From an optimization exercise on the open Yosys and OpenROAD flow, aimed at small area, a short achievable clock period and few clock cycles; shortcuts taken in it are not production practice. RTL that was checked went through simulation tests only; none was proved equivalent to the original. No functional check of the RTL was part of run 1. Power is estimated from default activity; no workload was simulated.

==> design.v <==
module fcodec (
    input  wire         clk,
    input  wire         rst,             
    input  wire         cfg_variant_b,   
    input  wire         cfg_deadline,    
    input  wire [3:0]   cfg_retry_limit, 
    input  wire         cfg_rx_verify,
    input  wire         cfg_rx_unstuff,
    input  wire         cfg_b_countbyte, 
    input  wire         cmd_valid,
    output wire         cmd_ready,
    input  wire [7:0]   cmd_op,
    input  wire [2:0]   cmd_name,
    input  wire [7:0]   cmd_dev,
    input  wire [3:0]   cmd_count,
    input  wire [95:0]  cmd_values,      
    output reg          busy,
    output reg          done,
    output reg          err,
    output reg  [3:0]   fault,
    output reg  [1:0]   finfo,
    output reg  [2:0]   rcount,
    output reg          rvalid,
    output wire [101:0] rv,              
    output reg          tx_valid,
    input  wire         tx_ready,
    output reg  [7:0]   tx_data,
    output reg          tx_last,
    input  wire         tx_fail,         
    output reg          rx_req,          
    input  wire         rx_valid,
    input  wire [7:0]   rx_data,
    input  wire         rx_end,          
    input  wire [1:0]   rx_status        
);
    localparam [3:0] F_NONE = 4'd0, F_UNKNOWN = 4'd1, F_TIMEOUT = 4'd2,
                     F_TRANSPORT = 4'd3, F_MALFORMED = 4'd4, F_BADCOUNT = 4'd5,
                     F_CHECKSUM = 4'd6, F_ILLEGAL = 4'd7;
    localparam [7:0] OP_WRREG = 8'h01, OP_RDREG = 8'h02, OP_RESET = 8'h0F;
    reg        is_wr;
    reg [2:0]  name_r;
    reg [7:0]  dev_r;
    reg [2:0]  cnt;
    reg        vb, uns, cb, ver;
    reg        sb;           
    reg        waiting;      
    reg [3:0]  rem;          
    reg [4:0]  gidx;         
    reg [7:0]  ub_q;         
    reg        gesc;         
    reg [7:0]  sum;
    reg [7:0]  rxq;
    reg        rxvq;
    reg        rx_any;
    reg        found;
    reg        escp;
    reg [4:0]  kpos;         
    reg        cks_ok;
    reg [7:0]  lo_q;         
    reg [16:0] rvr [0:5];
    integer i;
    reg ready_r;             
    assign cmd_ready = ready_r;
    genvar g;
    generate
        for (g = 0; g < 6; g = g + 1) begin : g_rv
            assign rv[17*g +: 17] = rvr[g];
        end
    endgenerate
    wire kill   = rst | (cmd_valid && cmd_op == OP_RESET);
    wire accept = cmd_valid && !busy;
    wire op_ok  = (cmd_op == OP_WRREG) || (cmd_op == OP_RDREG);
    wire cnt_ok = (cmd_count != 4'd0) && (cmd_count <= 4'd6);
    wire nm_ok  = (cmd_name <= 3'd4);
    wire [3:0] chk_fault = !op_ok ? F_ILLEGAL : !cnt_ok ? F_BADCOUNT :
                           !nm_ok ? F_UNKNOWN : F_NONE;
    reg [11:0] sb_addr;
    always @(*) begin
        case ({name_r, sb})
            4'b000_0: sb_addr = 12'd1486;
            4'b000_1: sb_addr = 12'd1494;
            4'b001_0: sb_addr = 12'd1498;
            4'b001_1: sb_addr = 12'd1506;
            4'b010_0: sb_addr = 12'd1522;
            4'b010_1: sb_addr = 12'd1530;
            4'b011_0: sb_addr = 12'd1546;
            4'b011_1: sb_addr = 12'd1554;
            4'b100_1: sb_addr = 12'd1590;
            default:  sb_addr = 12'd1582;
        endcase
    end
    wire cls  = (name_r == 3'd4);
    wire nsb2 = vb && (cnt > 3'd4);
    reg [2:0] nv_b;
    always @(*) begin
        if (sb)
            nv_b = {1'b0, cnt[1:0]};             
        else
            nv_b = (cnt > 3'd4) ? 3'd4 : cnt;
    end
    wire [15:0] v0 = rvr[0][15:0], v1 = rvr[1][15:0], v2 = rvr[2][15:0],
                v3 = rvr[3][15:0], v4 = rvr[4][15:0], v5 = rvr[5][15:0];
    wire [15:0] pb0 = sb ? v4 : v0;      
    wire [15:0] pb1 = sb ? v5 : v1;
    wire        bw1 = is_wr && (nv_b >= 3'd1);
    wire        bw2 = is_wr && (nv_b >= 3'd2);
    wire        bw3 = is_wr && (nv_b >= 3'd3);
    wire        bw4 = is_wr && (nv_b >= 3'd4);
    reg [7:0] nb;
    always @(*) begin
        nb = 8'h00;
        if (!vb) begin
            case (gidx)
                5'd0:  nb = 8'h90;
                5'd1:  nb = dev_r;
                5'd2:  nb = is_wr ? {4'b0000, cnt + 3'd1, 1'b1} : 8'h03;
                5'd3:  nb = is_wr ? 8'h12 : 8'h11;
                5'd4:  nb = sb_addr[7:0];
                5'd5:  nb = {4'b0000, sb_addr[11:8]};
                5'd6:  nb = is_wr ? v0[7:0] : 8'h0C;
                5'd7:  nb = v0[15:8];
                5'd8:  nb = v1[7:0];
                5'd9:  nb = v1[15:8];
                5'd10: nb = v2[7:0];
                5'd11: nb = v2[15:8];
                5'd12: nb = v3[7:0];
                5'd13: nb = v3[15:8];
                5'd14: nb = v4[7:0];
                5'd15: nb = v4[15:8];
                5'd16: nb = v5[7:0];
                5'd17: nb = v5[15:8];
                default: nb = 8'h00;
            endcase
        end else begin
            case (gidx)
                5'd0:  nb = 8'hAA;
                5'd1:  nb = 8'hFF;
                5'd2:  nb = {sb_addr[1:0], 6'h3F};
                5'd3:  nb = sb_addr[9:2];
                5'd4:  nb = {5'b00000, is_wr, sb_addr[11:10]};
                5'd5:  nb = bw1 ? pb0[7:0] : (!is_wr && cb) ? (sb ? 8'd4 : 8'd8) : 8'h00;
                5'd6:  nb = bw1 ? pb0[15:8] : 8'h00;
                5'd7:  nb = bw2 ? pb1[7:0]  : 8'h00;
                5'd8:  nb = bw2 ? pb1[15:8] : 8'h00;
                5'd9:  nb = bw3 ? v2[7:0]   : 8'h00;
                5'd10: nb = bw3 ? v2[15:8]  : 8'h00;
                5'd11: nb = bw4 ? v3[7:0]   : 8'h00;
                5'd12: nb = bw4 ? v3[15:8]  : 8'h00;
                5'd13: nb = is_wr ? {4'b0000, nv_b, 1'b0} : {7'd0, cb};
                5'd15: nb = 8'h01;
                5'd18, 5'd19: nb = 8'h55;
                default: nb = 8'h00;
            endcase
        end
    end
    wire [3:0] c3    = {1'b0, cnt} + 4'd3;
    wire       w_hit = (gidx[4:1] == c3);
    wire       n_cks = vb ? (gidx == 5'd17) : is_wr ? (w_hit && !gidx[0]) : (gidx == 5'd7);
    wire       g_end = vb ? (gidx == 5'd20) : is_wr ? (w_hit &&  gidx[0]) : (gidx == 5'd8);
    wire ub_reserved = (ub_q == 8'hAA) || (ub_q == 8'h55) || (ub_q == 8'hA5);
    wire g_stuff     = vb && (gidx >= 5'd2) && (gidx <= 5'd18) && !gesc && ub_reserved;
    wire [7:0] sum_n = sum + (waiting ? rxq : ub_q);
    reg d_emit, d_found_n, d_escp_n;
    always @(*) begin
        d_emit    = 1'b0;
        d_found_n = found;
        d_escp_n  = escp;
        if (!vb) begin
            d_emit = 1'b1;
        end else if (!found) begin
            if (rxq == 8'hAA) begin
                d_emit    = 1'b1;
                d_found_n = 1'b1;
            end
        end else if (uns && (kpos >= 5'd2) && !escp && (rxq == 8'hA5)) begin
            d_escp_n = 1'b1;
        end else begin
            d_emit   = 1'b1;
            d_escp_n = 1'b0;
        end
    end
    wire [4:0] kcks_pos = vb ? 5'd18 : 5'd19;
    wire [4:0] need     = vb ? (ver ? 5'd19 : 5'd14) : (ver ? 5'd20 : 5'd19);
    wire       d_take   = rxvq && d_emit;
    wire [4:0] kpos_n   = (d_take && kpos != 5'd31) ? kpos + 5'd1 : kpos;
    wire       short_n  = d_take ? (kpos < need - 5'd1) : (kpos < need);    
    wire       found_n  = rxvq ? d_found_n : found;
    wire       any_n    = rx_any | rxvq;
    wire       cks_ok_n = (d_take && kpos == kcks_pos) ? (rxq == sum) : cks_ok;
    reg [5:0] f_en;
    always @(*) begin
        f_en = 6'd0;
        if (!vb) begin
            for (i = 0; i < 6; i = i + 1)
                f_en[i] = (kpos == 5'd8 + 2*i);
        end else if (!sb) begin
            for (i = 0; i < 4; i = i + 1)
                f_en[i] = (kpos == 5'd7 + 2*i);
        end else begin
            f_en[4] = (kpos == 5'd7);
            f_en[5] = (kpos == 5'd9);
        end
    end
    wire        f_wr  = d_take && !is_wr;
    wire [15:0] f_u   = {rxq, lo_q};
    wire [16:0] f_san = !cls ? ((f_u > 16'd6000) ? 17'd0 : {1'b0, f_u})
                             : ((f_u > 16'd32768) ? {1'b1, f_u} : {1'b0, f_u});
    wire rx_live = busy && waiting && !rx_req;
    task complete;
        input [3:0] code;
        input [1:0] info;
        begin
            fault <= code;
            finfo <= info;
            err   <= (code != F_NONE);
            done  <= 1'b1;
            busy  <= 1'b0;
            ready_r <= 1'b1;
        end
    endtask
    always @(posedge clk) begin
        rxq  <= rx_data;
        rxvq <= rx_valid && rx_live;
        if (!busy) begin
            vb      <= cfg_variant_b;
            uns     <= cfg_rx_unstuff;
            cb      <= cfg_b_countbyte;
            ver     <= cfg_rx_verify;
            is_wr   <= (cmd_op == OP_WRREG);
            name_r  <= cmd_name;
            dev_r   <= cmd_dev;
            cnt     <= cmd_count[2:0];
            sb      <= 1'b0;
            waiting <= 1'b0;
        end
        if (!busy || !waiting)
            rem <= cfg_deadline ? 4'd1 : cfg_retry_limit;
        if (accept)
            for (i = 0; i < 6; i = i + 1)
                rvr[i] <= {1'b0, cmd_values[16*i +: 16]};
        if (!busy || waiting) begin
            tx_data <= (busy ? vb : cfg_variant_b) ? 8'hAA : 8'hEB;
            tx_last <= 1'b0;
            gidx    <= 5'd1;
            gesc    <= 1'b0;
            ub_q    <= (busy ? vb : cfg_variant_b) ? 8'hAA : 8'h90;
        end else if (tx_ready && !tx_last) begin
            if (g_stuff) begin
                tx_data <= 8'hA5;
                gesc    <= 1'b1;
            end else begin
                tx_data <= ub_q;
                tx_last <= g_end;
                gesc    <= 1'b0;
                gidx    <= gidx + 5'd1;
                sum     <= (gidx == 5'd1) ? 8'd0 : sum_n;
                ub_q    <= n_cks ? sum_n : nb;
            end
        end
        if (rx_req) begin
            rx_any <= 1'b0;
            found  <= 1'b0;
            escp   <= 1'b0;
            kpos   <= 5'd0;
            sum    <= 8'd0;
            cks_ok <= 1'b0;
        end else if (rxvq) begin
            rx_any <= 1'b1;
            found  <= d_found_n;
            escp   <= d_escp_n;
            if (d_emit) begin
                kpos   <= kpos_n;
                lo_q   <= rxq;
                if (kpos >= 5'd2)
                    sum <= sum_n;
                cks_ok <= cks_ok_n;
            end
        end
        for (i = 0; i < 6; i = i + 1)
            if (f_wr && f_en[i])
                rvr[i] <= f_san;
        if (kill) begin
            busy     <= 1'b0;
            ready_r  <= 1'b1;
            done     <= 1'b0;
            err      <= 1'b0;
            fault    <= F_NONE;
            finfo    <= 2'd0;
            rcount   <= 3'd0;
            rvalid   <= 1'b0;
            tx_valid <= 1'b0;
            rx_req   <= 1'b0;
        end else if (!busy) begin
            if (cmd_valid) begin
                rvalid   <= 1'b0;
                rcount   <= 3'd0;
                finfo    <= 2'd0;
                fault    <= chk_fault;
                err      <= (chk_fault != F_NONE);
                done     <= (chk_fault != F_NONE);
                busy     <= (chk_fault == F_NONE);
                ready_r  <= (chk_fault != F_NONE);
                tx_valid <= (chk_fault == F_NONE);
            end
        end else if (!waiting) begin
            if (tx_ready && tx_last) begin
                tx_valid <= 1'b0;
                if (tx_fail) begin
                    complete(F_TRANSPORT, {sb, sb});
                end else begin
                    waiting <= 1'b1;
                    rx_req  <= 1'b1;
                end
            end
        end else begin
            rx_req <= 1'b0;
            if (rx_end && !rx_req) begin
                if (rx_status[1]) begin
                    complete(F_TRANSPORT, {1'b1, sb});
                end else if (rx_status[0] || !any_n) begin
                    if (rem == 4'd1) begin
                        complete(F_TIMEOUT, {1'b1, sb});
                    end else begin
                        if (rem != 4'd0)
                            rem <= rem - 4'd1;
                        rx_req <= 1'b1;
                    end
                end else if (!is_wr && vb && !found_n) begin
                    complete(F_MALFORMED, {1'b1, sb});
                end else if (!is_wr && short_n) begin
                    complete(F_MALFORMED, {1'b1, sb});
                end else if (!is_wr && ver && !cks_ok_n) begin
                    complete(F_CHECKSUM, {1'b1, sb});
                end else if (!sb && nsb2) begin
                    sb       <= 1'b1;
                    tx_valid <= 1'b1;
                    waiting  <= 1'b0;
                end else begin
                    complete(F_NONE, 2'b00);
                    if (!is_wr) begin
                        rvalid <= 1'b1;
                        rcount <= cnt;
                    end
                end
            end
        end
    end
endmodule
==> run.sh <==
#!/bin/bash
# synth_recipe.tcl (not shown) runs the flow's synth.tcl, then flattens the netlist and writes it again
# the make line also repeats each setting of config.mk as NAME=value (left out here)
make -C /OpenROAD-flow-scripts/flow DESIGN_CONFIG=/design/flow/config.mk WORK_HOME=/design/flow/orfs CLKGATE_MAP_FILE= SYNTH_SCRIPT=/design/flow/synth_recipe.tcl finish
==> config.mk <==
export PLATFORM = sky130hd
export DESIGN_NAME = fcodec
export DESIGN_NICKNAME = fcodec
export VERILOG_FILES = /design/flow/design.v
export SDC_FILE = /design/flow/constraint.sdc
export NUM_CORES = 4
export LEC_CHECK = 0
export CAP_MARGIN = 20
export CORE_MARGIN = 2
export CORE_UTILIZATION = 40
export PLACE_DENSITY = 0.6
export SLEW_MARGIN = 20
==> constraint.sdc <==
create_clock -name core_clock -period 8.0 [get_ports {clk}]
set_input_delay 1.6000 -clock core_clock [delete_from_list [all_inputs] [get_ports {clk}]]
set_output_delay 1.6000 -clock core_clock [all_outputs]
set_load 0.01 [all_outputs]
==> results.tsv, run 1 <==
stage	metric	value	unit
synth	most area-consuming cells after synthesis	edfxtp_1 (38%), mux2_2 (11%), dfxtp_1 (9.6%)	
setup_path	worst endpoint required time	8.07	ns
synth	largest area contributor in the netlist	edfxtp_1	
setup_path	CP Launch Type	flip-flop	
die	Die Wd	173.7	um
synth	Netlist cell types	80	
setup_path	CP Capture Type	flip-flop	
pwr	Power Density	161.9	nW/um^2
place	GP Congestion	0.9702	
clock_network	Post-CTS Hold Fix Bufs	0	
synth	register area share after synthesis	47.08	%
pwr	clock network power share	38.6	%
synth	Primary FF master, synth	edfxtp_1	
timing	Max-slew headroom	27.11	%
drt	Routed WL	47580	um
flow_run	Max-Cap Viols	0	
synth	Seq cells post-synth	199	
setup_path	critical path fanouts, max	18	
drt	Initial DRC Count	1376	
global_route	number of antenna violations at the first check in global routing	0	
drt	detailed-route DRC error count	0	
timing	Worst Skew	0.02228	ns
synth	net count after synthesis	1260	
clock_network	CTS tree	built	
timing	Slew Viols, Final	0	
clock_network	clock latency on the worst-skew pair	0.46	ns
final_layout	share of cells above drive strength 1	13.63	%
pwr	switching share of power	27.60	%
synth	synthesized area	11520	um^2
timing	Slew @ Worst Pin	1.093	ns
synth	Post-synth ARST share	0	%
place	worst slack, placed	4.067	ns
pwr	combinational fraction of design power	11.9	%
pwr	Lkg Pwr	5.445	nW
clock_network	Inserted Clock Buffers	17	
global_route	first-pass GRT wire length	69930	um
timing	Max Fclk	251.4	MHz
outcome	status	complete, no violations	
timing	setup TNS	0	ns
global_route	number of global-route vias before repair	10440	
synth	Post-synth EDFFs	144	
drt	Final ANT Viol Nets	0	
timing	unrepaired setup endpoints after global routing	false	
final_layout	# diodes	0	
clock_network	clk root buf	clkbuf_16	
clock_network	post-CTS setup buffer count	0	
final_layout	layout net count	1503	
die	FP Rows	62	
setup_path	Crit Path Class	reg2reg	
drt	Via density	6.148	
drt	via count	10570	
global_route	total gr overflow	0	
die	die span in y	173.7	um
die	Core Box Area	28550	um^2
pwr	Internal Dissipation	1.785	mW
final_layout	Fillers	2586	
die	Die Area	30180	um^2
clock_network	Clock Tree Buf Depth	2	
die	IO Pins	272	
final_layout	register area	5426	um^2
synth	top-area cell type share of the netlist area	37.52	%
clock_network	post-cts resize count	0	
pwr	Net Switching	680.7	uW
synth	Gate Count Post-Synth	1079	
hold_path	hold crit path type	reg2reg	
global_route	largest net degree at the start of global routing	43	
timing	crit path time final	3.978	ns
timing	Final setup viols	0	
setup_path	CP Data Arrival Time	4.05	ns
timing	Fin. Hold Viols	0	
global_route	overall routing resource usage	31.15	%
drt	routed len/inst	27.68	um
pwr	sequential share of power	49.5	%
clock_network	CTS clk-pin slew, worst paths	0.09	ns
final_layout	Layout area overhead	32.17	%
timing	PnR worst setup slack	4.022	ns
clock_network	htree depth	4	
drt	TritonRoute pass-1 iters	8	
final_layout	area of the multi-input gates	5748	um^2
synth	synth warn	2	
pwr	maximum vdd drop	0.1445	mV
synth	Syn Area/Cell	10.68	um^2
place	Detail Placement HPWL	35350	um
clock_network	CTS Sinks	199	
die	Initial Utilization	40.37	%
place	PortBufs	270	
timing	Tcrit/Tclk final	49.72	%
==> per-layer routing <==
metal	wire, um	up-vias	track usage [%]
li1	-	4632	-
met1	20130	5121	43.18
met2	20930	709	47.53
met3	4766	106	7.939
met4	1749	0	10.40
met5	0	-	0
==> cells by family after synthesis <==
logic type	Yosys count	synth area share [%]
fa+ha+maj	36	3.974
other cells	1	0.03254
simple gates	336	15.22
mux	129	12.39
flops	199	47.08
buf+inv	90	3.138
xor+xnor	28	2.128
compound gates	260	16.04
==> path summary, 6_finish.rpt <==
check	from	end	slack [ns]	cells after the start
worst max-delay path	kpos[0]	rvr[2][0]	4.02	8
worst min-delay path	escp	escp	0.45	2
worst max register to register	kpos[0]	rvr[2][0]	4.02	8
worst min register to register	escp	escp	0.45	2
==> sequential cells by signal (all words and copies together) (netlist names), 2 cells and up <==
signal	cells
rvr	102
dev_r	8
tx_data	8
ub_q	8
gidx	5
rcount	3
rem	4
rxq	8
name_r	3
sum	8
cnt	3
kpos	5
lo_q	8
finfo	2
fault	3
==> power by group through the flow <==
stage	Combinational, mW	Clock (mW)	Sequential [mW]
6_report	0.292	0.952	1.22
5_1_grt	0.311	0.993	1.22
4_1_cts	0.291	0.960	1.22
3_5_place_dp	0.289	0	1.24
3_3_place_gp	0.288	0	1.24
2_1_floorplan	0.0994	0	1.22
==> cells in the final DEF, fill, tap and decap left out, drive strengths merged, types with 4 or more instances in the layout <==
| cell type | netlist | layout |
|---|---|---|
| a2111oi | 4 | 4 |
| a211oi | 5 | 5 |
| a21o | 4 | 4 |
| a21oi | 46 | 46 |
| a221o | 6 | 6 |
| a221oi | 19 | 19 |
| a222oi | 12 | 12 |
| a22o | 8 | 8 |
| a22oi | 35 | 35 |
| a31oi | 15 | 15 |
| and2 | 10 | 10 |
| and3 | 32 | 32 |
| buf | 16 | 18 |
| clkbuf | 48 | 17 |
| clkdlybuf4s50 | 0 | 270 |
| clkinv | 2 | 8 |
| dfxtp | 55 | 55 |
| edfxtp | 144 | 144 |
| ha | 35 | 35 |
| inv | 24 | 32 |
| mux2 | 109 | 109 |
| mux2i | 20 | 20 |
| nand2 | 75 | 75 |
| nand2b | 15 | 15 |
| nand3 | 25 | 25 |
| nand4 | 16 | 16 |
| nor2 | 82 | 82 |
| nor2b | 26 | 26 |
| nor3 | 17 | 17 |
| nor3b | 6 | 6 |
| nor4 | 11 | 11 |
| nor4bb | 6 | 6 |
| o211ai | 7 | 7 |
| o21a | 9 | 9 |
| o21ai | 43 | 43 |
| o22ai | 10 | 10 |
| o31ai | 4 | 4 |
| xnor2 | 19 | 19 |
| xor2 | 9 | 9 |
==> synthesized netlist by cell type, types with 4 or more instances <==
library cell  count
buf_2             7
nor2_1           82
nand2b_1         15
clkbuf_1         48
o31ai_1           4
a2111oi_0         4
a22oi_1          35
nor4_1           11
ha_1             35
mux2_2          109
nor2b_1          26
a221o_1           6
inv_1            24
nand3_1          25
a211oi_1          5
nor3_1           15
a31oi_1          15
a21o_1            4
dfxtp_1          55
xnor2_1          19
and3_1           31
edfxtp_1        144
o21ai_0          39
and2_1            8
o22ai_1          10
buf_1             6
mux2i_1          20
nor4bb_1          6
nand2_1          75
a222oi_1         12
xor2_1            9
o211ai_1          6
nand4_1          16
a22o_1            8
nor3b_1           5
o21a_1            9
a21oi_1          46
a221oi_1         19
==> through the flow <==
stage	power [mW]	hold WS (ns)	instance area [um^2]	cells	util [%]
after floorplan	1.320	0.4064	11520	1079	-
after global placement	1.530	0.4359	14590	1687	51.09
after detailed placement	1.530	0.4408	14590	1687	51.10
after CTS	2.469	0.4540	15230	1719	53.34
after global routing	2.529	0.4726	15230	1719	53.35
final	2.466	0.4512	15230	1719	53.35
==> layout make-up <==
cell class,instances,area share (%)
Tap cell,384,3.155
Sequential cell,199,35.63
Clock buffer,17,2.793
Clock inverter,15,1.413
Timing Repair Buffer,288,18.63
Inverter,26,0.6408
Multi-Input combinational cell,790,37.74
==> worst max-delay path, stage by stage (launching register included) <==
cell      delay, ns
dfxtp_1        0.50
inv_1          0.11
ha_1           0.22
or4_4          0.42
o21ai_2        0.13
o211ai_2       0.29
nor2_1         0.22
and3_1         0.88
nand2b_1       0.81
==> run 2, diff against run 1 <==
--- a/design.v
+++ b/design.v
@@ -57,6 +57,8 @@
     reg [4:0]  kpos;         
     reg        cks_ok;
     reg [7:0]  lo_q;         
+    reg        lo_gt70;      
+    reg        lo_nz;        
     reg [16:0] rvr [0:5];
     integer i;
     reg ready_r;             
@@ -201,10 +203,12 @@
             f_en[5] = (kpos == 5'd9);
         end
     end
-    wire        f_wr  = d_take && !is_wr;
+    wire        f_wr  = rxvq && !is_wr;
     wire [15:0] f_u   = {rxq, lo_q};
-    wire [16:0] f_san = !cls ? ((f_u > 16'd6000) ? 17'd0 : {1'b0, f_u})
-                             : ((f_u > 16'd32768) ? {1'b1, f_u} : {1'b0, f_u});
+    wire        f_big = (rxq > 8'h17) || (rxq == 8'h17 && lo_gt70);
+    wire        f_neg = (rxq > 8'h80) || (rxq == 8'h80 && lo_nz);
+    wire [16:0] f_san = !cls ? (f_big ? 17'd0 : {1'b0, f_u})
+                             : {f_neg, f_u};
     wire rx_live = busy && waiting && !rx_req;
     task complete;
         input [3:0] code;
@@ -270,7 +274,9 @@
             escp   <= d_escp_n;
             if (d_emit) begin
                 kpos   <= kpos_n;
-                lo_q   <= rxq;
+                lo_q    <= rxq;
+                lo_gt70 <= (rxq > 8'h70);
+                lo_nz   <= (rxq != 8'h00);
                 if (kpos >= 5'd2)
                     sum <= sum_n;
                 cks_ok <= cks_ok_n;
--- a/config.mk
+++ b/config.mk
@@ -9,4 +9,5 @@
 export CORE_MARGIN = 2
 export CORE_UTILIZATION = 40
 export PLACE_DENSITY = 0.6
+export SETUP_SLACK_MARGIN = 5
 export SLEW_MARGIN = 20
==> results.tsv, run 2 <==
stage	metric	value	unit	change
clock_network	clock latency on the worst-skew pair	0.51	ns	+0.05 ns
timing	setup TNS	0	ns	unchanged
die	Die Wd	172.0	um	-0.98%
final_layout	layout net count	1682		+12%
pwr	Net Switching	563.1	uW	-17%
global_route	total gr overflow	0		unchanged
die	FP Rows	61		-1.6%
place	Detail Placement HPWL	34970	um	-1.1%
synth	synthesized area	11290	um^2	-2.0%
synth	Syn Area/Cell	9.596	um^2	-10%
global_route	number of global-route vias before repair	10550		+1.1%
synth	most frequent cell after synthesis	nand2_1		
synth	Synth top cells by count	nand2_1 (188), edfxtp_1 (146), o21ai_0 (141)		
final_layout	Layout area overhead	40.91	%	
final_layout	Top reg by flops	rvr		
global_route	met2 Use GR	46.97	%	-0.56 points
synth	net count after synthesis	1358		+7.8%
timing	crit path time final	3.212	ns	-0.7655 ns
die	Initial Utilization	40.65	%	+0.29 points
timing	Worst Skew	0.009346	ns	-0.01293 ns
drt	TritonRoute pass-1 iters	6		-2
pwr	Lkg Pwr	6.339	nW	+16%
clock_network	Inserted Clock Buffers	21		+4
timing	Tcrit/Tclk final	40.16	%	-9.6 points
drt	detailed-route DRC error count	0		unchanged
flow_run	Max-Cap Viols	0		unchanged
setup_path	CP Launch Type	primary input		
synth	Post-synth ARST share	0	%	unchanged
setup_path	reg2reg setup slack	4.99	ns	+0.97 ns
place	placed cell areas	14320	um^2	-1.8%
clock_network	CTS clk-pin slew, worst paths	0.06	ns	-0.03 ns
global_route	largest net degree at the start of global routing	35		-19%
synth	top-area cell type share of the netlist area	38.82	%	+1.3 points
place	worst slack, placed	3.809	ns	-0.2575 ns
place	Inst Count DP	1757		+4.1%
pwr	switching share of power	23.77	%	-3.8 points
synth	synth warn	2		unchanged
synth	largest area contributor in the netlist	edfxtp_1		
global_route	first-pass GRT wire length	66560	um	-4.8%
pwr	Internal Dissipation	1.806	mW	+1.2%
synth	most area-consuming cells after synthesis	edfxtp_1 (39%), dfxtp_1 (9.7%), o21ai_0 (6.2%)		
pwr	clock network power share	38.7	%	about the same
hold_path	hold crit path type	reg2reg		
synth	Gate Count Post-Synth	1177		+9.1%
setup_path	Crit Path Class	in2reg		
global_route	gr busiest metal	met2		
clock_network	CTS Sinks	201		+1.0%
global_route	GRT met1 Usage	43.60	%	+0.42 points
timing	Slew Viols, Final	0		unchanged
setup_path	kind of cell adding the most delay to the critical path	simple AND/OR/NAND/NOR gates		
die	Core Box Area	27780	um^2	-2.7%
global_route	met3 Track Usage GR	6.134	%	-1.8 points
timing	Max Fclk	311.3	MHz	+24%
pwr	combinational fraction of design power	11.3	%	-0.6 points
clock_network	CTS tree	built		
setup_path	crit path max-delay cell type	or4_4		
final_layout	Layout Cells excl Fill	1895		+10%
drt	Final ANT Viol Nets	0		unchanged
setup_path	CP Capture Type	flip-flop		
timing	Slew @ Worst Pin	0.9659	ns	-0.1275 ns
die	die span in y	172.0	um	-0.98%
clock_network	Post-CTS Hold Fix Bufs	0		unchanged
drt	via count	11280		+6.7%
drt	Initial DRC Count	1464		+6.4%
setup_path	worst endpoint required time	8.40	ns	+0.33 ns
synth	Post-synth EDFFs	146		+1.4%
global_route	overall routing resource usage	30.50	%	-0.65 points
clock_network	htree depth	1		-3
final_layout	share of cells above drive strength 1	16.09	%	+2.5 points
die	Die Area	29600	um^2	-1.9%
drt	routed len/inst	24.60	um	-11%
synth	Seq cells post-synth	201		+1.0%
place	GP Congestion	1.075		+11%
final_layout	max reg flops	102		unchanged
setup_path	CP Data Arrival Time	3.62	ns	-0.43 ns
pwr	Power Density	148.9	nW/um^2	-8.1%
synth	Netlist cell types	81		+1.3%
synth	register area share after synthesis	48.57	%	+1.5 points
timing	final hold slack	0.4577	ns	+0.006496 ns
drt	Via density	5.950		-3.2%
timing	unrepaired setup endpoints after global routing	true		
setup_path	cell mode on critical path	or4_4		
final_layout	commonest non-fill, non-tap cell in the layout	nand2_1		
setup_path	critical path fanouts, max	3		-15
pwr	maximum vdd drop	0.1323	mV	-8.4%
global_route	number of antenna violations at the first check in global routing	1		+1
setup_path	max incr delay on CP	0.53	ns	-0.35 ns
die	IO Pins	272		unchanged
setup_path	CP bufs+invs	1		unchanged
clock_network	clk root buf	clkbuf_16		
outcome	status	complete, no violations		
timing	Final setup viols	0		unchanged
clock_network	Clock Tree Buf Depth	3		+1
timing	Fin. Hold Viols	0		unchanged
place	PortBufs	270		unchanged
timing	Max-slew headroom	35.33	%	+8.2 points
final_layout	most frequent cells in the layout	nand2_1 (174), edfxtp_1 (146), o21ai_0 (139), clkdlybuf4s50_1 (138), dlygate4sd2_1 (117)		
timing	PnR worst setup slack	4.788	ns	+0.7655 ns
setup_path	cells along the critical path	buf_6 -> or4_4 -> or4_4 -> nor4_4 -> a21oi_1 -> or2_4 -> o221a_4		
final_layout	design area	15920	um^2	+4.5%
synth	Primary FF master, synth	edfxtp_1		
drt	Routed WL	46610	um	-2.0%
pwr	sequential share of power	50.0	%	+0.5 points
final_layout	Fillers	2508		-3.0%
-- run 2: cell types whose count changed after synthesis, sizes merged, moves of 7 or more --
| cell | before | now |
|---|---|---|
| a221oi | 19 | 9 |
| mux2i | 20 | 30 |
| nor2 | 82 | 75 |
| nand2 | 75 | 188 |
| or2 | 1 | 8 |
| mux2 | 109 | 11 |
| nand2b | 15 | 6 |
| nor2b | 26 | 13 |
| o21ai | 43 | 147 |
| a211oi | 5 | 13 |
| and3 | 32 | 16 |
| clkbuf | 48 | 67 |
-- run 2: metrics by stage --
stage	util, %	power [mW]
CTS	56.11	2.367
global placement	51.54	1.456
floorplan	-	1.292
detailed placement	51.54	1.456
global route	57.29	2.433
finish	57.29	2.369
-- run 2: layout make-up --
cell class	count	area [um^2]	area share, %
Antenna cell	1	2.502	0.01572
Clock buffer	30	559.3	3.514
Tap cell	378	473.0	2.972
Clock inverter	8	65.06	0.4088
Timing Repair Buffer	378	3391	21.30
Inverter	25	98.84	0.6211
Multi-Input combinational cell	874	5812	36.52
Sequential cell	201	5514	34.65
-- run 2: final timing paths --
kind,from,endpoint,cells past startpoint
min reg2reg,rvalid,rvalid,2
max reg2reg,gidx[0],ub_q[3],8
min,rvalid,rvalid,2
max,cmd_op[6],fault[2],7
-- run 2: kinds of logic (layout without fill, tap and decap cells) --
group,count (synthesis),in the layout,share of synthesized area (%)
AOI/OAI and AO/OA,352,353,20.22
xor gates and xnor gates,27,27,2.094
adders and majority gates,36,36,4.055
buffers and inverters,103,441,3.622
DFF,201,201,48.57
muxes,41,41,3.755
other,1,2,0.03320
and+or+nand+nor,416,416,17.66
-- run 2: layer usage --
layer	routed length, um	share of wire (%)
met2	20240	43
met4	1378	3.0
met5	0	0
met3	5069	11
met1	19920	43
-- run 2: power groups by stage --
| stage | logic (mW) | registers [mW] | clock network (mW) |
|---|---|---|---|
| after floorplan | 0.0933 | 1.20 | 0 |
| after global placement | 0.240 | 1.22 | 0 |
| after detailed placement | 0.241 | 1.21 | 0 |
| after CTS | 0.258 | 1.18 | 0.925 |
| after global routing | 0.287 | 1.19 | 0.961 |
| final | 0.269 | 1.18 | 0.916 |
-- run 2: timing repair --
| action | CTS | global route |
|---|---|---|
| gates cloned | 0 | 1 |
| setup endpoints to repair | 300 | 122 |
| setup buffers | 77 | 21 |
| pin swaps | 12 | 15 |
| gates resized for setup | 196 | 45 |
-- run 2: worst reg2reg max path: cells and delay by family, from the launching register on --
family,cells,cell delay [ns]
and+or+nand+nor,2,0.39
AOI/OAI and AO/OA,4,1.32
DFF,1,0.37
adders and majority gates,2,0.68
Testbench counts of run 2, summed over its fixed seeds: cycles 99,641.
==> run 3, diff against run 2 <==
==> flow/run.sh (new file) <==
#!/bin/bash
# Standard ORFS layout (the standard.sh, unchanged synthesis), with the
# port buffers inserted by global placement taken from the plain buffer
# sky130_fd_sc_hd__buf_1 instead of the default choice.
set -euo pipefail
export BUFFER_PORTS_ARGS="-buffer_cell sky130_fd_sc_hd__buf_1"
bash standard.sh finish > standard.log 2>&1
==> standard.sh (new file) <==
#!/bin/bash
# synth_recipe.tcl (not shown) runs the flow's synth.tcl, then flattens the netlist and writes it again
# the make line also repeats each setting of config.mk as NAME=value (left out here)
make -C /OpenROAD-flow-scripts/flow DESIGN_CONFIG=/design/flow/config.mk WORK_HOME=/design/flow/orfs CLKGATE_MAP_FILE= SYNTH_SCRIPT=/design/flow/synth_recipe.tcl "${@:-finish}"
removed: run.sh
==> results.tsv, run 3 <==
stage	metric	value	unit	change
pwr	clock network power share	44.9	%	+6.2 points
synth	most frequent cell after synthesis	nand2_1		
synth	Seq cells post-synth	201		unchanged
drt	routed wl met3	5111	um	+0.83%
drt	Final ANT Viol Nets	0		unchanged
setup_path	max incr delay on CP	0.53	ns	about the same
die	die span in y	172.0	um	unchanged
global_route	total gr overflow	0		unchanged
timing	Slew @ Worst Pin	0.9817	ns	+0.01587 ns
synth	top-area cell type share of the netlist area	38.82	%	unchanged
hold_path	critical hold path startpoint	err		
clock_network	Post-CTS Hold Fix Bufs	0		unchanged
place	GP Congestion	0.9790		-8.9%
synth	largest area contributor in the netlist	edfxtp_1		
setup_path	cells along the critical path	buf_6 -> or4_4 -> or4_4 -> nor4_4 -> a21oi_1 -> or2_4 -> o221a_4		
drt	routed len/inst	25.23	um	+2.6%
die	Initial Utilization	40.65	%	unchanged
synth	largest family of logic cells by synthesized area	compound AO/OA/AOI/OAI gates		
setup_path	reg2reg start	gidx[0]		
synth	synthesized area	11290	um^2	unchanged
synth	Primary FF master, synth	edfxtp_1		
synth	Netlist cell types	81		unchanged
clock_network	htree depth	1		unchanged
timing	setup TNS	0	ns	unchanged
pwr	switching share of power	24.16	%	+0.39 points
drt	Initial DRC Count	1175		-20%
die	Die Area	29600	um^2	unchanged
final_layout	layout net count	1606		-4.5%
global_route	overall routing resource usage	30.34	%	-0.16 points
drt	TritonRoute pass-1 iters	6		unchanged
outcome	status	complete, no violations		
setup_path	cell mode on critical path	or4_4		
drt	detailed-route DRC error count	0		unchanged
final_layout	# diodes	0		-1
flow_run	Max-Cap Viols	0		unchanged
global_route	number of antenna violations at the first check in global routing	0		-1
timing	crit path time final	3.129	ns	-0.08358 ns
setup_path	Crit Path Class	in2reg		
final_layout	commonest non-fill, non-tap cell in the layout	buf_1		
synth	post-synthesis mux area share	3.755	%	unchanged
drt	DR top layer	met4		
clock_network	clock latency on the worst-skew pair	0.53	ns	+0.02 ns
synth	register area share after synthesis	48.57	%	unchanged
setup_path	critical path fanouts, max	3		unchanged
final_layout	most frequent cells in the layout	buf_1 (268), nand2_1 (181), edfxtp_1 (146), o21ai_0 (141), nor2_1 (72)		
final_layout	max reg flops	102		unchanged
clock_network	clk root buf	clkbuf_16		
timing	Max-slew headroom	34.26	%	-1.1 points
setup_path	R2R Path End	ub_q[7]		
hold_path	Worst Hold Path Cells	2		unchanged
clock_network	CTS clk-pin slew, worst paths	0.06	ns	about the same
die	FP Rows	61		unchanged
hold_path	Hold EP	err		
global_route	number of global-route vias before repair	10320		-2.2%
timing	Worst Skew	0.02097	ns	+0.01163 ns
clock_network	CTS Sinks	201		unchanged
die	IO Pins	272		unchanged
final_layout	Top reg by flops	rvr		
setup_path	kind of cell adding the most delay to the critical path	simple AND/OR/NAND/NOR gates		
global_route	first-pass GRT wire length	65940	um	-0.94%
synth	Post-Synth XOR/XNOR Area	2.094	%	unchanged
synth	Syn Area/Cell	9.596	um^2	unchanged
pwr	Net Switching	606.8	uW	+7.8%
clock_network	Inserted Clock Buffers	23		+9.5%
clock_network	Clock Tree Buf Depth	3		unchanged
final_layout	share of cells above drive strength 1	11.37	%	-4.7 points
final_layout	Fillers	2698		+7.6%
synth	net count after synthesis	1358		unchanged
drt	metal2 WL	19790	um	-2.2%
final_layout	fin util	49.86	%	-7.4 points
timing	Max Fclk	319.6	MHz	+2.7%
setup_path	Register-to-Register Path Depth	9		+1
pwr	Lkg Pwr	4.972	nW	-22%
timing	unrepaired setup endpoints after global routing	true		
setup_path	crit path max-delay cell type	or4_4		
timing	Tcrit/Tclk final	39.11	%	-1.0 points
setup_path	CP Launch Type	primary input		
pwr	combinational fraction of design power	7.6	%	-3.7 points
synth	Gate Count Post-Synth	1177		unchanged
setup_path	reg2reg setup slack	5.08	ns	+0.09 ns
die	Die Wd	172.0	um	unchanged
setup_path	worst endpoint required time	8.42	ns	+0.02 ns
pwr	Internal Dissipation	1.905	mW	+5.5%
global_route	largest net degree at the start of global routing	39		+11%
synth	Synth Area in Compound Gates	20.22	%	unchanged
timing	Final setup viols	0		unchanged
pwr	maximum vdd drop	0.1280	mV	-3.3%
synth	most area-consuming cells after synthesis	edfxtp_1 (39%), dfxtp_1 (9.7%), o21ai_0 (6.2%)		
drt	Routed WL	45930	um	-1.5%
pwr	Power Density	181.3	nW/um^2	+22%
synth	Post-Synth Simple-Gate Area	17.66	%	unchanged
setup_path	CP bufs+invs	1		unchanged
die	Core Box Area	27780	um^2	unchanged
setup_path	CP Capture Type	flip-flop		
setup_path	CP Data Arrival Time	3.55	ns	-0.07 ns
drt	Via density	6.063		+1.9%
synth	Synth top cells by count	nand2_1 (188), edfxtp_1 (146), o21ai_0 (141)		
synth	synth warn	2		unchanged
hold_path	hold crit path type	reg2reg		
place	Detail Placement HPWL	34200	um	-2.2%
drt	via count	11040		-2.1%
timing	Fin. Hold Viols	0		unchanged
timing	Slew Viols, Final	0		unchanged
clock_network	CTS tree	built		
synth	adder-cell share of the synthesized area	4.055	%	unchanged
drt	metal1 wirelength	19670	um	-1.2%
synth	Post-synth EDFFs	146		unchanged
pwr	sequential share of power	47.5	%	-2.5 points
place	PortBufs	270		unchanged
synth	Post-synth ARST share	0	%	unchanged
final_layout	Layout area overhead	22.64	%	
-- run 3: per-stage QoR --
| step | setup slack (ns) | power, mW | instance area [um^2] | cells | hold WS (ns) |
|---|---|---|---|---|---|
| after floorplan | 4.377 | 1.292 | 11380 | 1177 | 0.4029 |
| after global placement | 4.202 | 1.389 | 12640 | 1760 | 0.4433 |
| after detailed placement | 4.156 | 1.391 | 12640 | 1760 | 0.4508 |
| after CTS | 4.921 | 2.521 | 13670 | 1813 | 0.4612 |
| after global routing | 4.831 | 2.590 | 13850 | 1820 | 0.4934 |
| final | 4.871 | 2.511 | 13850 | 1820 | 0.4578 |
-- run 3: timing repair --
action                     4_1_cts  5_1_grt
buffers inserted                 9        7
pin swaps                        8        9
setup endpoints to repair      151       42
cloned                           2        0
gates resized for setup         38       31
-- run 3: layer usage --
layer	up-vias	track usage, %
met5	-	0
met4	0	9.024
met3	71	7.530
met2	678	44.88
met1	5357	43.85
li1	4929	-
-- run 3: cell families (layout without fill, tap and decap cells) --
| group | Yosys count | count (layout) |
|---|---|---|
| buffers and inverters | 103 | 367 |
| other | 1 | 1 |
| and+or+nand+nor | 416 | 416 |
| DFF | 201 | 201 |
| AOI/OAI and AO/OA | 352 | 353 |
| xor gates and xnor gates | 27 | 27 |
| muxes | 41 | 41 |
| adders and majority gates | 36 | 36 |
-- run 3: area by class of cell --
cell class                 count  area [um^2]  area share [%]
tap                          378        473.0           3.414
inverter                      25        98.84          0.7136
sequential                   201         5507           39.75
clock inverter                13        185.2           1.337
timing repair buffer         299         1244           8.978
multi-input combinational    874         5720           41.30
timing repair inverter         1        5.005         0.03613
clock buffer                  29        619.3           4.471
-- run 3: worst min-delay path: stages (launching register included) --
cell     delay [ns]
dfxtp_1        0.31
nand2_1        0.05
mux2i_1        0.05
-- run 3: worst max-delay path by stage --
| stage | start | end | cells after the start |
|---|---|---|---|
| 5_1_grt | cmd_op[4] | fault[2] | 7 |
| 4_1_cts | cmd_op[6] | fault[2] | 7 |
| 3_3_place_gp | cmd_op[5] | fault[2] | 7 |
| 3_5_place_dp | cmd_op[5] | ready_r | 7 |
| 2_1_floorplan | cmd_op[5] | fault[2] | 6 |
| 6_report | cmd_op[6] | fault[2] | 7 |
-- run 3: power groups by stage --
stage | Clock (mW) | Combinational [mW] | Sequential, mW
floorplan | 0 | 0.0933 | 1.20
global placement | 0 | 0.175 | 1.21
detailed placement | 0 | 0.177 | 1.21
CTS | 1.14 | 0.184 | 1.19
global route | 1.19 | 0.209 | 1.19
finish | 1.13 | 0.191 | 1.19
==> run 4, diff against run 3 <==
--- a/design.v
+++ b/design.v
@@ -100,61 +100,42 @@
         else
             nv_b = (cnt > 3'd4) ? 3'd4 : cnt;
     end
-    wire [15:0] v0 = rvr[0][15:0], v1 = rvr[1][15:0], v2 = rvr[2][15:0],
-                v3 = rvr[3][15:0], v4 = rvr[4][15:0], v5 = rvr[5][15:0];
-    wire [15:0] pb0 = sb ? v4 : v0;      
-    wire [15:0] pb1 = sb ? v5 : v1;
-    wire        bw1 = is_wr && (nv_b >= 3'd1);
-    wire        bw2 = is_wr && (nv_b >= 3'd2);
-    wire        bw3 = is_wr && (nv_b >= 3'd3);
-    wire        bw4 = is_wr && (nv_b >= 3'd4);
-    reg [7:0] nb;
-    always @(*) begin
-        nb = 8'h00;
-        if (!vb) begin
-            case (gidx)
-                5'd0:  nb = 8'h90;
-                5'd1:  nb = dev_r;
-                5'd2:  nb = is_wr ? {4'b0000, cnt + 3'd1, 1'b1} : 8'h03;
-                5'd3:  nb = is_wr ? 8'h12 : 8'h11;
-                5'd4:  nb = sb_addr[7:0];
-                5'd5:  nb = {4'b0000, sb_addr[11:8]};
-                5'd6:  nb = is_wr ? v0[7:0] : 8'h0C;
-                5'd7:  nb = v0[15:8];
-                5'd8:  nb = v1[7:0];
-                5'd9:  nb = v1[15:8];
-                5'd10: nb = v2[7:0];
-                5'd11: nb = v2[15:8];
-                5'd12: nb = v3[7:0];
-                5'd13: nb = v3[15:8];
-                5'd14: nb = v4[7:0];
-                5'd15: nb = v4[15:8];
-                5'd16: nb = v5[7:0];
-                5'd17: nb = v5[15:8];
-                default: nb = 8'h00;
-            endcase
-        end else begin
-            case (gidx)
-                5'd0:  nb = 8'hAA;
-                5'd1:  nb = 8'hFF;
-                5'd2:  nb = {sb_addr[1:0], 6'h3F};
-                5'd3:  nb = sb_addr[9:2];
-                5'd4:  nb = {5'b00000, is_wr, sb_addr[11:10]};
-                5'd5:  nb = bw1 ? pb0[7:0] : (!is_wr && cb) ? (sb ? 8'd4 : 8'd8) : 8'h00;
-                5'd6:  nb = bw1 ? pb0[15:8] : 8'h00;
-                5'd7:  nb = bw2 ? pb1[7:0]  : 8'h00;
-                5'd8:  nb = bw2 ? pb1[15:8] : 8'h00;
-                5'd9:  nb = bw3 ? v2[7:0]   : 8'h00;
-                5'd10: nb = bw3 ? v2[15:8]  : 8'h00;
-                5'd11: nb = bw4 ? v3[7:0]   : 8'h00;
-                5'd12: nb = bw4 ? v3[15:8]  : 8'h00;
-                5'd13: nb = is_wr ? {4'b0000, nv_b, 1'b0} : {7'd0, cb};
-                5'd15: nb = 8'h01;
-                5'd18, 5'd19: nb = 8'h55;
-                default: nb = 8'h00;
-            endcase
+    wire [95:0] vals = {rvr[5][15:0], rvr[4][15:0], rvr[3][15:0],
+                        rvr[2][15:0], rvr[1][15:0], rvr[0][15:0]};
+    wire [3:0]  k2    = gidx[3:0] - 4'd5;                  
+    wire [3:0]  vi    = vb ? {k2[3] ^ sb, k2[2:0]} : (gidx[3:0] - 4'd6);
+    wire [7:0]  vbyte = vals[{vi, 3'b000} +: 8];
+    wire        bval  = is_wr && (k2[2:0] < {nv_b[1:0], 1'b0} || nv_b[2]);
+    wire pa = !vb;
+    wire [20:0] at;      
+    genvar gp;
+    generate
+        for (gp = 0; gp < 21; gp = gp + 1) begin : g_at
+            assign at[gp] = (gidx == gp);
         end
-    end
+    endgenerate
+    wire a_val = pa && (gidx >= 5'd6);                       
+    wire b_pay = vb && (gidx >= 5'd5) && (gidx <= 5'd12);    
+    wire [7:0] a_len = is_wr ? {4'b0000, cnt + 3'd1, 1'b1} : 8'h03;
+    wire [7:0] nb =
+          ({8{pa && at[0]}} & 8'h90)
+        | ({8{pa && at[1]}} & dev_r)
+        | ({8{pa && at[2]}} & a_len)
+        | ({8{pa && at[3]}} & {7'b0001000, !is_wr} | {8{pa && at[3] && is_wr}} & 8'h02)
+        | ({8{pa && at[4]}} & sb_addr[7:0])
+        | ({8{pa && at[5]}} & {4'b0000, sb_addr[11:8]})
+        | ({8{a_val && is_wr}} & vbyte)
+        | ({8{a_val && !is_wr}} & 8'h0C)
+        | ({8{vb && at[0]}} & 8'hAA)
+        | ({8{vb && at[1]}} & 8'hFF)
+        | ({8{vb && at[2]}} & {sb_addr[1:0], 6'h3F})
+        | ({8{vb && at[3]}} & sb_addr[9:2])
+        | ({8{vb && at[4]}} & {5'b00000, is_wr, sb_addr[11:10]})
+        | ({8{b_pay && bval}} & vbyte)
+        | ({8{vb && at[5] && !is_wr && cb}} & (sb ? 8'd4 : 8'd8))
+        | ({8{vb && at[13]}} & (is_wr ? {4'b0000, nv_b, 1'b0} : {7'd0, cb}))
+        | ({8{vb && at[15]}} & 8'h01)
+        | ({8{vb && (at[18] || at[19])}} & 8'h55);
     wire [3:0] c3    = {1'b0, cnt} + 4'd3;
     wire       w_hit = (gidx[4:1] == c3);
     wire       n_cks = vb ? (gidx == 5'd17) : is_wr ? (w_hit && !gidx[0]) : (gidx == 5'd7);
--- a/config.mk
+++ b/config.mk
@@ -5,9 +5,12 @@
 export SDC_FILE = /design/flow/constraint.sdc
 export NUM_CORES = 4
 export LEC_CHECK = 0
+export ABC_AREA = 1
 export CAP_MARGIN = 20
 export CORE_MARGIN = 2
 export CORE_UTILIZATION = 40
+export CTS_CLUSTER_DIAMETER = 80
+export CTS_CLUSTER_SIZE = 25
 export PLACE_DENSITY = 0.6
 export SETUP_SLACK_MARGIN = 5
 export SLEW_MARGIN = 20
==> results.tsv, run 4 <==
stage	metric	value	unit	change
die	Core Box Area	27930	um^2	+0.55%
final_layout	commonest non-fill, non-tap cell in the layout	nand2_1		
setup_path	reg2reg setup slack	5.16	ns	+0.08 ns
drt	Via density	5.463		-9.9%
setup_path	CP bufs+invs	1		unchanged
clock_network	CTS tree	built		
global_route	number of antenna violations at the first check in global routing	0		unchanged
synth	most frequent cell after synthesis	nand2_1		
place	PortBufs	270		unchanged
global_route	largest net degree at the start of global routing	50		+28%
synth	Post-synth EDFFs	146		unchanged
clock_network	clk root buf	clkbuf_16		
setup_path	crit path max-delay cell type	nand2_1		
synth	top-area cell type share of the netlist area	38.49	%	-0.33 points
clock_network	clock latency on the worst-skew pair	0.50	ns	-0.03 ns
synth	Primary FF master, synth	edfxtp_1		
synth	register area share after synthesis	48.15	%	-0.41 points
hold_path	Worst Hold Path Cells	2		unchanged
setup_path	reg2reg start	gidx[0]		
final_layout	# diodes	0		unchanged
timing	Max-slew headroom	33.46	%	-0.80 points
hold_path	critical hold path startpoint	tx_valid		
drt	routed len/inst	19.48	um	-23%
global_route	number of global-route vias before repair	10360		+0.44%
timing	setup TNS	0	ns	unchanged
drt	detailed-route DRC error count	0		unchanged
timing	crit path time final	2.896	ns	-0.2332 ns
final_layout	area of the multi-input gates	5205	um^2	-9.0%
synth	Seq cells post-synth	201		unchanged
timing	Fin. Hold Viols	0		unchanged
pwr	Net Switching	579.3	uW	-4.5%
pwr	switching share of power	26.78	%	+2.6 points
drt	Initial DRC Count	1234		+5.0%
timing	Slew @ Worst Pin	0.9970	ns	+0.01525 ns
clock_network	CTS Sinks	201		unchanged
setup_path	Crit Path Class	in2reg		
die	Die Wd	172.8	um	+0.42%
drt	via count	10950		-0.73%
die	Initial Utilization	40.78	%	+0.12 points
pwr	sequential share of power	54.3	%	+6.8 points
synth	Synth top cells by count	nand2_1 (300), o21ai_0 (170), edfxtp_1 (146)		
pwr	clock network power share	34.4	%	-11 points
die	die span in y	172.8	um	+0.42%
final_layout	Layout area overhead	17.01	%	
place	Detail Placement HPWL	29380	um	-14%
synth	most area-consuming cells after synthesis	edfxtp_1 (38%), nand2_1 (9.9%), dfxtp_1 (9.7%)		
die	FP Rows	61		unchanged
setup_path	cells along the critical path	buf_1 -> nand2_1 -> nand2_1		
pwr	combinational fraction of design power	11.2	%	+3.6 points
final_layout	max reg flops	102		unchanged
setup_path	critical path fanouts, max	17		+14
final_layout	Fillers	2822		+4.6%
place	Inst Count DP	1969		+12%
drt	Routed WL	39060	um	-15%
setup_path	CP Capture Type	flip-flop		
drt	Final ANT Viol Nets	0		unchanged
setup_path	max incr delay on CP	0.81	ns	+0.28 ns
global_route	first-pass GRT wire length	59350	um	-10%
timing	Slew Viols, Final	0		unchanged
synth	largest area contributor in the netlist	edfxtp_1		
pwr	Internal Dissipation	1.584	mW	-17%
synth	synth warn	2		unchanged
timing	Tcrit/Tclk final	36.20	%	-2.9 points
final_layout	Top reg by flops	rvr		
flow_run	Max-Cap Viols	0		unchanged
clock_network	htree depth	1		unchanged
synth	synthesized area	11390	um^2	+0.85%
synth	Gate Count Post-Synth	1369		+16%
setup_path	CP Data Arrival Time	3.03	ns	-0.52 ns
die	Die Area	29840	um^2	+0.83%
timing	unrepaired setup endpoints after global routing	false		
clock_network	Clock Tree Buf Depth	3		unchanged
pwr	Power Density	162.3	nW/um^2	-10%
synth	Syn Area/Cell	8.321	um^2	-13%
setup_path	Register-to-Register Path Depth	16		+7
hold_path	hold crit path type	reg2reg		
timing	Worst Skew	0.03634	ns	+0.01536 ns
outcome	status	complete, no violations		
timing	Max Fclk	345.4	MHz	+8.1%
setup_path	R2R Path End	ub_q[7]		
final_layout	Layout Cells excl Fill	2005		+10%
final_layout	register area	5497	um^2	-0.18%
final_layout	most frequent cells in the layout	nand2_1 (293), buf_1 (270), o21ai_0 (170), edfxtp_1 (146), nor2_1 (134)		
synth	net count after synthesis	1556		+15%
synth	Netlist cell types	58		-28%
final_layout	share of cells above drive strength 1	8.420	%	-3.0 points
clock_network	CTS clk-pin slew, worst paths	0.10	ns	+0.04 ns
clock_network	Inserted Clock Buffers	14		-39%
global_route	overall routing resource usage	25.31	%	-5.0 points
hold_path	Hold EP	tx_valid		
die	IO Pins	272		unchanged
final_layout	layout net count	1806		+12%
setup_path	kind of cell adding the most delay to the critical path	simple AND/OR/NAND/NOR gates		
setup_path	cell mode on critical path	nand2_1		
timing	Final setup viols	0		unchanged
pwr	Lkg Pwr	5.368	nW	+8.0%
setup_path	CP Launch Type	primary input		
pwr	maximum vdd drop	0.1360	mV	+6.3%
drt	TritonRoute pass-1 iters	8		+2
synth	Post-synth ARST share	0	%	unchanged
place	GP Congestion	0.9166		-6.4%
global_route	total gr overflow	0		unchanged
setup_path	worst endpoint required time	8.13	ns	-0.29 ns
run 4: power by group through the flow:
| stage | Clock [mW] | Sequential [mW] | Combinational, mW |
|---|---|---|---|
| 2_1_floorplan | 0 | 1.20 | 0.131 |
| 6_report | 0.745 | 1.18 | 0.243 |
| 3_5_place_dp | 0 | 1.20 | 0.229 |
| 3_3_place_gp | 0 | 1.20 | 0.227 |
| 4_1_cts | 0.754 | 1.17 | 0.236 |
| 5_1_grt | 0.779 | 1.18 | 0.269 |
run 4: logic make-up after synthesis:
group / synth area share (%)
xor gates and xnor gates: 1.461
DFF: 48.15
adders and majority gates: 4.679
other: 0.03292
AOI/OAI and AO/OA: 16.36
and+or+nand+nor: 22.68
buffers and inverters: 6.634
run 4: through the flow:
stage               util (%)  hold WS (ns)  total power, mW  instance area [um^2]  setup slack [ns]
floorplan                  -        0.4353            1.327                 11390             5.053
global placement       45.41        0.4369            1.426                 12680             4.458
detailed placement     45.41        0.4433            1.428                 12680             4.366
CTS                    47.36        0.4546            2.164                 13230             5.014
global route           47.72        0.4763            2.226                 13330             5.007
finish                 47.72        0.4481            2.163                 13330             5.104
run 4: how the worst max path moves through the flow:
stage,from,end,slack (ns),cells after the start
5_1_grt,cmd_valid,rvr[3][7],5.01,3
3_3_place_gp,vb,rvr[1][13],4.46,6
2_1_floorplan,cmd_op[7],rem[0],5.05,10
4_1_cts,vb,rvr[0][16],5.01,7
6_report,cmd_valid,rvr[3][7],5.10,3
3_5_place_dp,cmd_valid,rem[3],4.37,10
run 4: cell type report:
cell class                      count  area share (%)
Clock inverter                      6          0.3473
Tap cell                          378           3.548
Sequential cell                   201           41.24
Timing Repair inverter              2         0.09387
Multi-Input combinational cell    977           39.05
Clock buffer                       18           2.901
Inverter                          137           3.980
Timing Repair Buffer              286           8.843
run 4: timing repair:
item / CTS / global route
endpoints found under the setup margin: 158 / 61
pin swaps: 0 / 1
buffers inserted: 5 / 5
hold buffers: 0 / 0
cloned: 2 / 0
resized for setup: 18 / 19
run 4: tightest hold or removal path, stage by stage, from the launching register on:
cell and delay, ns:
dfxtp_1 0.31, inv_1 0.05, a21oi_1 0.05
run 4: per-layer routing:
metal | vias up | global-route usage (%) | part of all wire [%]
met5 | - | 0 | 0
met4 | 0 | 9.322 | 4.1
met3 | 76 | 4.617 | 9.6
met2 | 608 | 41.25 | 46
met1 | 5095 | 33.73 | 41
li1 | 5175 | - | -
Testbench counts of run 4, summed over its fixed seeds: cycles 99,641.
==> run 5, diff against run 4 <==
--- a/design.v
+++ b/design.v
@@ -39,7 +39,6 @@
     localparam [7:0] OP_WRREG = 8'h01, OP_RDREG = 8'h02, OP_RESET = 8'h0F;
     reg        is_wr;
     reg [2:0]  name_r;
-    reg [7:0]  dev_r;
     reg [2:0]  cnt;
     reg        vb, uns, cb, ver;
     reg        sb;           
@@ -57,8 +56,8 @@
     reg [4:0]  kpos;         
     reg        cks_ok;
     reg [7:0]  lo_q;         
-    reg        lo_gt70;      
-    reg        lo_nz;        
+    wire       lo_gt70 = (lo_q > 8'h70);
+    wire       lo_nz   = (lo_q != 8'h00);
     reg [16:0] rvr [0:5];
     integer i;
     reg ready_r;             
@@ -119,7 +118,7 @@
     wire [7:0] a_len = is_wr ? {4'b0000, cnt + 3'd1, 1'b1} : 8'h03;
     wire [7:0] nb =
           ({8{pa && at[0]}} & 8'h90)
-        | ({8{pa && at[1]}} & dev_r)
+        | ({8{pa && at[1]}} & lo_q)
         | ({8{pa && at[2]}} & a_len)
         | ({8{pa && at[3]}} & {7'b0001000, !is_wr} | {8{pa && at[3] && is_wr}} & 8'h02)
         | ({8{pa && at[4]}} & sb_addr[7:0])
@@ -213,7 +212,7 @@
             ver     <= cfg_rx_verify;
             is_wr   <= (cmd_op == OP_WRREG);
             name_r  <= cmd_name;
-            dev_r   <= cmd_dev;
+            lo_q    <= cmd_dev;
             cnt     <= cmd_count[2:0];
             sb      <= 1'b0;
             waiting <= 1'b0;
@@ -256,8 +255,6 @@
             if (d_emit) begin
                 kpos   <= kpos_n;
                 lo_q    <= rxq;
-                lo_gt70 <= (rxq > 8'h70);
-                lo_nz   <= (rxq != 8'h00);
                 if (kpos >= 5'd2)
                     sum <= sum_n;
                 cks_ok <= cks_ok_n;
==> results.tsv, run 5 <==
stage	metric	value	unit	change
outcome	status	complete, no violations		
timing	Fin. Hold Viols	0		unchanged
setup_path	Register-to-Register Path Depth	5		-11
die	FP Rows	60		-1.6%
pwr	Power Density	186.7	nW/um^2	+15%
final_layout	area of the multi-input gates	5233	um^2	+0.53%
clock_network	htree depth	4		+3
setup_path	CP bufs+invs	3		+2
final_layout	Layout area overhead	18.20	%	
place	GP Congestion	0.9618		+4.9%
setup_path	cells along the critical path	buf_1 -> inv_1 -> nor2_1 -> clkinv_1 -> nand2_1		
hold_path	Worst Hold Path Cells	2		unchanged
flow_run	Max-Cap Viols	0		unchanged
hold_path	critical hold path startpoint	tx_valid		
drt	routed len/inst	19.95	um	+2.4%
die	die span in y	170.4	um	-1.4%
synth	synthesized area	11070	um^2	-2.8%
timing	unrepaired setup endpoints after global routing	true		
pwr	Lkg Pwr	5.209	nW	-3.0%
clock_network	CTS Sinks	191		-5.0%
final_layout	Fillers	2785		-1.3%
setup_path	CP Launch Type	primary input		
drt	Routed WL	39600	um	+1.4%
clock_network	clock latency on the worst-skew pair	0.46	ns	-0.04 ns
drt	via count	10960		+0.0091%
synth	Netlist cell types	55		-5.2%
die	Die Wd	170.4	um	-1.4%
synth	top-area cell type share of the netlist area	34.72	%	-3.8 points
place	placed cell areas	12310	um^2	-2.9%
final_layout	register area	5112	um^2	-7.0%
clock_network	clk root buf	clkbuf_16		
setup_path	worst endpoint required time	8.07	ns	-0.06 ns
timing	Worst Skew	0.01838	ns	-0.01795 ns
timing	Max-slew headroom	41.64	%	+8.2 points
clock_network	Clock Tree Buf Depth	2		-1
synth	Gate Count Post-Synth	1382		+0.95%
synth	Post-synth ARST share	0	%	unchanged
synth	most area-consuming cells after synthesis	edfxtp_1 (35%), dfxtp_1 (11%), nand2_1 (11%)		
clock_network	CTS clk-pin slew, worst paths	0.08	ns	-0.02 ns
place	Detail Placement HPWL	30110	um	+2.5%
clock_network	Inserted Clock Buffers	17		+3
place	Inst Count DP	1943		-1.3%
setup_path	reg2reg setup slack	5.15	ns	about the same
final_layout	Layout Cells excl Fill	1985		-1.0%
drt	detailed-route DRC error count	0		unchanged
synth	Primary FF master, synth	edfxtp_1		
setup_path	CP Data Arrival Time	3.17	ns	+0.14 ns
global_route	number of antenna violations at the first check in global routing	5		+5
global_route	largest net degree at the start of global routing	50		unchanged
synth	net count after synthesis	1569		+0.84%
setup_path	R2R Path End	rvr[3][14]		
drt	Initial DRC Count	1238		+0.32%
global_route	first-pass GRT wire length	58530	um	-1.4%
final_layout	design area	13080	um^2	-1.8%
synth	Syn Area/Cell	8.010	um^2	-3.7%
global_route	number of global-route vias before repair	10310		-0.53%
setup_path	reg2reg start	is_wr		
die	Initial Utilization	40.96	%	+0.18 points
drt	Via density	5.519		+1.0%
setup_path	crit path max-delay cell type	nand2_1		
timing	Slew Viols, Final	0		unchanged
pwr	maximum vdd drop	0.1177	mV	-13%
drt	Final ANT Viol Nets	0		unchanged
final_layout	layout net count	1816		+0.55%
timing	Final setup viols	0		unchanged
setup_path	kind of cell adding the most delay to the critical path	simple AND/OR/NAND/NOR gates		
setup_path	Crit Path Class	in2reg		
synth	synth warn	2		unchanged
die	Die Area	29020	um^2	-2.8%
setup_path	max incr delay on CP	0.80	ns	about the same
final_layout	Top reg by flops	rvr		
final_layout	commonest non-fill, non-tap cell in the layout	nand2_1		
final_layout	max reg flops	102		unchanged
timing	crit path time final	3.099	ns	+0.2036 ns
drt	TritonRoute pass-1 iters	6		-2
timing	Tcrit/Tclk final	38.74	%	+2.5 points
clock_network	Post-CTS Hold Fix Bufs	0		unchanged
synth	most frequent cell after synthesis	nand2_1		
setup_path	critical path fanouts, max	17		unchanged
final_layout	share of cells above drive strength 1	7.186	%	-1.2 points
clock_network	CTS tree	built		
synth	register area share after synthesis	46.12	%	-2.0 points
die	IO Pins	272		unchanged
timing	Max Fclk	322.7	MHz	-6.6%
timing	setup TNS	0	ns	unchanged
synth	largest area contributor in the netlist	edfxtp_1		
place	PortBufs	270		unchanged
synth	Post-synth EDFFs	128		-12%
setup_path	CP Capture Type	flip-flop		
synth	Synth top cells by count	nand2_1 (318), o21ai_0 (196), inv_1 (134)		
hold_path	Hold EP	tx_valid		
global_route	total gr overflow	0		unchanged
timing	Slew @ Worst Pin	0.8644	ns	-0.1326 ns
global_route	overall routing resource usage	26.74	%	+1.4 points
final_layout	most frequent cells in the layout	nand2_1 (312), buf_1 (270), o21ai_0 (195), inv_1 (130), edfxtp_1 (128)		
synth	Seq cells post-synth	191		-5.0%
die	Core Box Area	27030	um^2	-3.3%
hold_path	hold crit path type	reg2reg		
run 5: cell types whose count changed after synthesis, moves of 6 or more:
| cell | change |
|---|---|
| dfxtp_1 | +8 |
| nand4_1 | +10 |
| edfxtp_1 | -18 |
| buf_2 | +6 |
| inv_2 | -14 |
| nor3_1 | +7 |
| inv_1 | +16 |
| o21ai_0 | +26 |
| nor2_1 | -27 |
| o21ai_1 | -7 |
| nand2_1 | +18 |
| a31oi_1 | +8 |
| nand3_1 | -10 |
run 5: layout make-up:
class | count | share of cell area, %
multi-input cells | 992 | 39.99
flip-flops and latches | 191 | 39.07
repair buffers | 286 | 8.874
inverters | 140 | 4.074
well taps | 341 | 3.261
clock buffers | 17 | 3.251
clock inverters | 15 | 1.377
repair inverters | 1 | 0.05738
diodes | 2 | 0.03825
run 5: cells by family after synthesis:
logic type      after synthesis  synth area share, %
compound gates              344                17.49
other cells                   1              0.03388
xor+xnor                     18                1.424
simple gates                586                22.88
buf+inv                     199                7.155
mux                           1              0.09043
flops                       191                46.12
fa+ha+maj                    42                4.815
run 5: what timing repair did:
| action | in CTS | in global routing |
|---|---|---|
| endpoints found under the setup margin | 46 | 109 |
| pin swaps | 0 | 1 |
| setup buffers | 7 | 0 |
| cloned | 1 | 0 |
| resized for setup | 16 | 18 |
run 5: worst reg2reg max path, cell delays in order, from the launching register on:
cell and delay, ns:
edfxtp_1 0.61, nor2_1 0.40, inv_1 0.10, nor4_1 0.51
inv_2 0.39, nand2_2 0.48
run 5: per-stage QoR:
stage / power [mW] / util, % / hold WS, ns / worst slack (ns)
2_1_floorplan: 1.399 / - / 0.4298 / 5.025
3_3_place_gp: 1.545 / 45.55 / 0.4370 / 4.412
3_5_place_dp: 1.549 / 45.55 / 0.4448 / 4.343
4_1_cts: 2.437 / 48.20 / 0.4583 / 4.928
5_1_grt: 2.535 / 48.40 / 0.4898 / 4.793
6_report: 2.443 / 48.41 / 0.4598 / 4.901
run 5: layer usage:
metal | track usage (%) | part of all wire (%) | wire, um | up-vias
met1 | 34.16 | 41 | 16260 | 5083
met2 | 44.72 | 47 | 18500 | 559
met3 | 5.512 | 9.0 | 3555 | 71
met4 | 9.885 | 3.2 | 1255 | 4
li1 | - | - | - | 5238
met5 | 0 | 0.068 | 27 | -
run 5: where the power goes:
| part | total, mW | switching (mW) | internal [mW] |
|---|---|---|---|
| Combinational | 0.401 | 0.264 | 0.137 |
| Sequential | 1.15 | 0.0461 | 1.10 |
| Clock | 0.891 | 0.463 | 0.427 |
| Total | 2.44 | 0.774 | 1.67 |
run 5: worst max-delay path by stage:
stage,cells after the start,end,startpoint
after CTS,5,rvr[1][16],cmd_valid
after global routing,5,rvr[4][9],cmd_valid
after global placement,9,rem[1],cmd_valid
final,5,rvr[5][1],cmd_valid
after floorplan,8,rem[1],cmd_valid
after detailed placement,9,rem[1],cmd_valid
Testbench counts of run 5, summed over its fixed seeds: cycles 99,641.

[port drivers added, routing unchanged]
Ports are ideal in the flow. The routed layouts listed here were re-timed in OpenROAD. Step 1 sets driving cells, clkbuf_16 on the clock port and buf_2 on the other inputs (assumed; they add their load-dependent delay and slew). Step 2 also shifts input and output timing later by t, the mid clock arrival at the registers, as if the neighbouring blocks saw the same clock. Three values: ideal ports, drivers, drivers and shift; two values: the first two.
| run | t (ns) | setup slack, ns | pins driven straight from the clock port |
|---|---|---|---|
| run 1 | 0.498 | 4.022 / 4.022 / 4.022 | 1 |
| run 2 | 0.556 | 4.788 / 4.803 / 4.247 | 1 |
| run 3 | 0.573 | 4.871 / 4.885 / 4.311 | 1 |
| run 4 | 0.530 | 5.104 / 5.061 / 4.599 | 1 |
| run 5 | 0.495 | 4.901 / 4.928 / 4.432 | 1 |
After both steps setup and hold are still met in every run listed. For run 3, which loses most, drivers alone change the setup slack by +0.014 ns; drivers and shift together by -0.560 ns.
